Source: an optimization exercise on an open RTL-to-GDS flow (aim: small area, a short achievable clock period and few clock cycles per item). Production flows keep margins and buffers that such runs may drop.
Only simulation tests tie the RTL to the original design; equivalence was not proved.

== JK ==
## otsu_threshold
module otsu_threshold (
    input  wire        clk,
    input  wire        rst,         
    input  wire        in_valid,
    output wire        in_ready,
    input  wire [31:0] in_data,
    input  wire        in_last,     
    input  wire [1:0]  in_count,    
    output wire        out_valid,
    input  wire        out_ready,
    output wire [7:0]  out_level
);
    reg         w_valid;        
    reg  [31:0] w_data;
    reg         w_last;
    reg  [1:0]  w_cnt;
    reg         rdy;
    reg         rst_r;
    reg         scan;           
    reg         busy;           
    reg         ov;             
    reg  [7:0]  olvl;
    reg         fbusy;          
    assign in_ready  = rdy;
    assign out_valid = ov;
    assign out_level = olvl;
    wire        start_ok = ~busy & ~ov;
    wire        consume  = w_valid & ~scan & (~w_last | start_ok);
    wire        accept   = in_valid & rdy;
    wire        fin_last = consume & w_last;       
    wire [3:0]  lv;
    assign lv[0] = consume;
    assign lv[1] = consume & (~w_last | (w_cnt >= 2'd1));
    assign lv[2] = consume & (~w_last | (w_cnt >= 2'd2));
    assign lv[3] = consume & (~w_last | (w_cnt == 2'd3));
    wire [7:0]  px0 = w_data[7:0];
    wire [7:0]  px1 = w_data[15:8];
    wire [7:0]  px2 = w_data[23:16];
    wire [7:0]  px3 = w_data[31:24];
    reg  [15:0] hi0, hi1, hi2, hi3, lo0, lo1, lo2, lo3;
    integer k;
    integer j;
    always @(*) begin
        for (k = 0; k < 16; k = k + 1) begin
            hi0[k] = lv[0] & (px0[7:4] == k[3:0]);
            hi1[k] = lv[1] & (px1[7:4] == k[3:0]);
            hi2[k] = lv[2] & (px2[7:4] == k[3:0]);
            hi3[k] = lv[3] & (px3[7:4] == k[3:0]);
            lo0[k] = (px0[3:0] == k[3:0]);
            lo1[k] = (px1[3:0] == k[3:0]);
  ...
Settings: LEC_CHECK=0, CAP_MARGIN=35, CORE_MARGIN=2, CORE_UTILIZATION=30, CTS_CLUSTER_DIAMETER=100, CTS_CLUSTER_SIZE=20, PLACE_DENSITY=0.45, SLEW_MARGIN=35; clock period 45.0 ns.
standard.sh (not shown) runs the stock make flow with config.mk's settings and CLKGATE_MAP_FILE= SYNTH_SCRIPT=/design/flow/synth_recipe.tcl, a recipe that flattens the netlist after the stock synthesis.
==> flow/flow/run.sh <==
#!/bin/bash
# The standard layout (standard.sh), with one change: the buffers that
# the flow puts on every input and output port are buf_4 cells rather than
# the flow's default pick (a slow delay buffer). Every port is still buffered.
# The flow's output goes to standard.log in this folder; ORFS's own logs stay
# under orfs/logs.
set -e
export BUFFER_PORTS_ARGS="-buffer_cell sky130_fd_sc_hd__buf_4"
bash standard.sh > standard.log 2>&1
JK: flow completed, timing, DRC and antenna clean
Testbench counts of JK, summed over its fixed seeds: cycles 49,038, images 64.
diff inputs: JK => MS
--- a/flow/design.v
+++ b/flow/design.v
@@ -13,24 +13,24 @@
     reg         w_valid;        
     reg  [31:0] w_data;
     reg         w_last;
     reg  [1:0]  w_cnt;
     reg         rdy;
     reg         rst_r;
     reg         scan;           
     reg         busy;           
     reg         ov;             
     reg  [7:0]  olvl;
     reg         fbusy;          
-    assign in_ready  = rdy;
-    assign out_valid = ov;
+    assign in_ready  = rdy_o;
+    assign out_valid = ov_o;
     assign out_level = olvl;
     wire        start_ok = ~busy & ~ov;
     wire        consume  = w_valid & ~scan & (~w_last | start_ok);
     wire        accept   = in_valid & rdy;
     wire        fin_last = consume & w_last;       
     wire [3:0]  lv;
     assign lv[0] = consume;
     assign lv[1] = consume & (~w_last | (w_cnt >= 2'd1));
     assign lv[2] = consume & (~w_last | (w_cnt >= 2'd2));
     assign lv[3] = consume & (~w_last | (w_cnt == 2'd3));
     wire [7:0]  px0 = w_data[7:0];
@@ -293,39 +293,34 @@
     assign      adv      = ~(fbusy & ~fdone) & ~(cand & unsure);
     reg  [2:0]  fph;            
     reg  [4:0]  fcnt;
     reg  [69:0] ft;
     reg  [69:0] facc;
     wire [29:0] fa = a5;
     wire [21:0] fb = b5;
     wire [2:0]  fe = esh5 - 3'd3;   
     wire        fe_neg = fe[2];
     wire [1:0]  fe_mag = fe_neg ? (~fe[1:0] + 2'd1) : fe[1:0];
     wire [69:0] ft2    = {ft[68:0], 1'b0};
+    reg         rdy_o, ov_o;
+    wire        rdy_n = ~(accept | (w_valid & ~consume)) |
+                        (~(fin_last | (scan & ~(rd_en & ~any_rest))) & ~(accept ? in_last : w_last));
+    wire        ov_n  = fin_img | (ov & ~out_ready);
     always @(posedge clk) begin
         rst_r <= rst;
-        if (rst) begin
-            rdy <= 1'b0;
-            ov  <= 1'b0;
-        end else if (rst_r) begin
-            rdy <= 1'b1;
-            ov  <= 1'b0;
-        end else begin
-            rdy <= ~(accept | (w_valid & ~consume)) |
-                   (~(fin_last | (scan & ~(rd_en & ~any_rest))) & ~(accept ? in_last : w_last));
-            if (fin_img) begin
-                ov   <= 1'b1;
-                olvl <= fin_lvl;
-            end else if (ov & out_ready)
-                ov <= 1'b0;
-        end
+        rdy   <= rst | rst_r | rdy_n;
+        rdy_o <= ~rst & (rst_r | rdy_n);
+        ov    <= rst | (~rst_r & ov_n);
+        ov_o  <= ~rst & ~rst_r & ov_n;
+        if (~rst & ~rst_r & fin_img)
+            olvl <= fin_lvl;
     end
     always @(posedge clk) begin
         if (rst_r) begin
             w_valid <= 1'b0;
             w_last  <= 1'b0;
             scan    <= 1'b0;
             busy    <= 1'b0;
             fbusy   <= 1'b0;
             kv      <= 1'b0;
             big_hi  <= 16'd0;
             np      <= 12'd0;
--- outcome ---
MS -> stages 100% | layout checks FAIL | antenna violations. MS vs JK — total number of multi-input combinational cells climbed slightly. Synthesized area across MS and JK: no real change. On sequential cell count, MS and JK are neck and neck. MS: routed via count higher than JK. Cell count after synthesis | MS above JK. Total routing resource utilization after global routing (lower): MS.
Testbench counts of MS, summed over its fixed seeds: cycles 49,038, images 64.

---

Setup of job 101:
Another version of the RTL of otsu_threshold (not shown whole).
For scale: ~27,000 cells after synthesis, ~49 I/O pins, ~0.26 sq mm of cells after synthesis.
clock: 45.0 ns
lec_check: 0
cap_margin: 35
core_margin: 2
core_utilization: 30
cts_cluster_diameter: 100
cts_cluster_size: 20
place_density: 0.45
slew_margin: 35
Scripts as last shown in full above: flow/flow/run.sh
Job 101 finished all stages; layout check result: FAIL, due to antenna rules.
Testbench counts of job 101, summed over its fixed seeds: cycles 49,038, images 64.
What job 102 does differently from job 101 at the input level:
--- a/flow/design.v
+++ b/flow/design.v
@@ -283,33 +283,33 @@
     wire        bzs  = bz[st5];
     wire [29:0] ba   = st5 ? ba1 : ba0;
     wire [21:0] bb   = st5 ? bb1 : bb0;
     wire [7:0]  lvs  = st5 ? lvl1 : lvl0;
     wire        dec      = v5 & ~fbusy;
     wire        cand     = dec & c5;
     wire        acc_fast = bzs | (~z5 & gt);
     wire        unsure   = ~bzs & ~z5 & ~gt & ~lt;
     wire        fdone    = (fph == 3'd7);
-    wire        facc_ok  = ~facc[71];
+    wire        facc_ok  = ~facc[69];
     wire        fin_img  = mg5 & ((cand & ~unsure) | fdone);
     wire        fin_acc  = fdone ? facc_ok : acc_fast;
     wire [7:0]  fin_lvl  = fin_acc ? lv5 : lvs;
     assign      adv      = ~(fbusy & ~fdone) & ~(cand & unsure);
     reg  [2:0]  fph;            
     reg  [4:0]  fcnt;
-    reg  [71:0] ft;
-    reg  [71:0] facc;
+    reg  [69:0] ft;
+    reg  [69:0] facc;
     wire [29:0] fa = a5;
     wire [21:0] fb = b5;
     wire [2:0]  fe = esh5 - 3'd3;   
     wire        fe_neg = fe[2];
     wire [1:0]  fe_mag = fe_neg ? (~fe[1:0] + 2'd1) : fe[1:0];
-    wire [71:0] ft2    = {ft[70:0], 1'b0};
+    wire [69:0] ft2    = {ft[68:0], 1'b0};
     reg         rdy_o, ov_o;
     wire        rdy_n = ~(accept | (w_valid & ~consume)) |
                         (~(fin_last | (scan & ~(rd_en & ~any_rest))) & ~(accept ? in_last : w_last));
     wire        ov_n  = fin_img | (ov & ~out_ready);
     always @(posedge clk) begin
         rst_r <= rst;
         rdy   <= rst | rst_r | rdy_n;
         rdy_o <= ~rst & (rst_r | rdy_n);
         ov    <= rst | (~rst_r & ov_n);
@@ -444,23 +444,23 @@
                 busy <= 1'b0;
                 bz   <= 2'b11;
                 lvl0 <= 8'd0;
                 lvl1 <= 8'd0;
                 tog  <= 1'b0;
             end
             case (fph)
                 3'd0: begin
                     fcnt <= 5'd21;
-                    ft   <= 72'd0;
-                    facc <= 72'd0;
+                    ft   <= 70'd0;
+                    facc <= 70'd0;
                 end
                 3'd1: begin                   
-                    ft <= ft2 + (fb[fcnt] ? {42'd0, ba} : 72'd0);
+                    ft <= ft2 + (fb[fcnt] ? {40'd0, ba} : 70'd0);
                     if (fcnt == 5'd0) begin
                         fph  <= 3'd2;
                         fcnt <= 5'd0;
                     end else
                         fcnt <= fcnt - 5'd1;
                 end
                 3'd2: begin                   
                     if (fe_neg && (fcnt[1:0] != fe_mag)) begin
                         ft   <= ft2;
@@ -471,24 +471,24 @@
                     end
                 end
                 3'd3: begin                   
                     if (ba[fcnt])
                         facc <= facc - ft;
                     ft <= ft2;
                     if (fcnt == 5'd29) begin
                         fph  <= 3'd4;
                         fcnt <= 5'd21;
-                        ft   <= 72'd0;
+                        ft   <= 70'd0;
                     end else
                         fcnt <= fcnt + 5'd1;
                 end
                 3'd4: begin                   
-                    ft <= ft2 + (bb[fcnt] ? {42'd0, fa} : 72'd0);
+                    ft <= ft2 + (bb[fcnt] ? {40'd0, fa} : 70'd0);
                     if (fcnt == 5'd0) begin
                         fph  <= 3'd5;
                         fcnt <= 5'd0;
                     end else
                         fcnt <= fcnt - 5'd1;
                 end
                 3'd5: begin                   
                     if (~fe_neg && (fcnt[1:0] != fe_mag)) begin
                         ft   <= ft2;
[summary]
Job 102: full flow OK, the timing, design-rule and antenna checks passed. Diff job 101 -> job 102: count of non-CTS buffers in the layout +about 0.7%; overall via count from detail_route -5,050; count of placed standard cells in the final layout, fillers left out -0.60%. | tightest slew margin relative to the limit | higher: job 101 |. Looking at clock skew, job 102 sits 42 ps below job 101. In terms of post-CTS setup-driven buffer insertion count, job 102 and job 101 differ only marginally.
Testbench counts of job 102, summed over its fixed seeds: cycles 49,038, images 64.

separate check: timing with driven ports:
How much do the figures lean on ideal ports? The routed layouts below were timed once more, with nothing changed but the port constraints. Step 1 (the two cells are an assumption about what drives the block):
set clk [get_ports {clk}]
set_driving_cell -lib_cell sky130_fd_sc_hd__clkbuf_16 $clk
set_driving_cell -lib_cell sky130_fd_sc_hd__buf_2 [delete_from_list [all_inputs] $clk]
Step 2, shift: input delay + t, output delay - t, t = (earliest + latest rising clock arrival at the registers) / 2. This alone moves slack from input paths to output paths. Three values: ideal ports, drivers, drivers and shift; two values: the first two.
run	t, ns	setup WS [ns]	hold WS [ns]	clock arrival spread, ns	cell pins on the clock port's net
JK	1.163	34.085 / 33.950 / 34.887	0.427 / 0.427 / 0.427	0.150 / 0.150	1
MS	1.187	34.454 / 34.308 / 33.992	0.411 / 0.411 / 0.411	0.127 / 0.127	1
job 101	1.224	34.066 / 33.926 / 34.203	0.427 / 0.427 / 0.427	0.180 / 0.181	1
job 102	1.199	34.433 / 34.292 / 33.923	0.440 / 0.440 / 0.440	0.161 / 0.161	1
The setup slack of job 102, which loses most, moves by -0.141 ns with the drivers and by -0.510 ns with both steps.
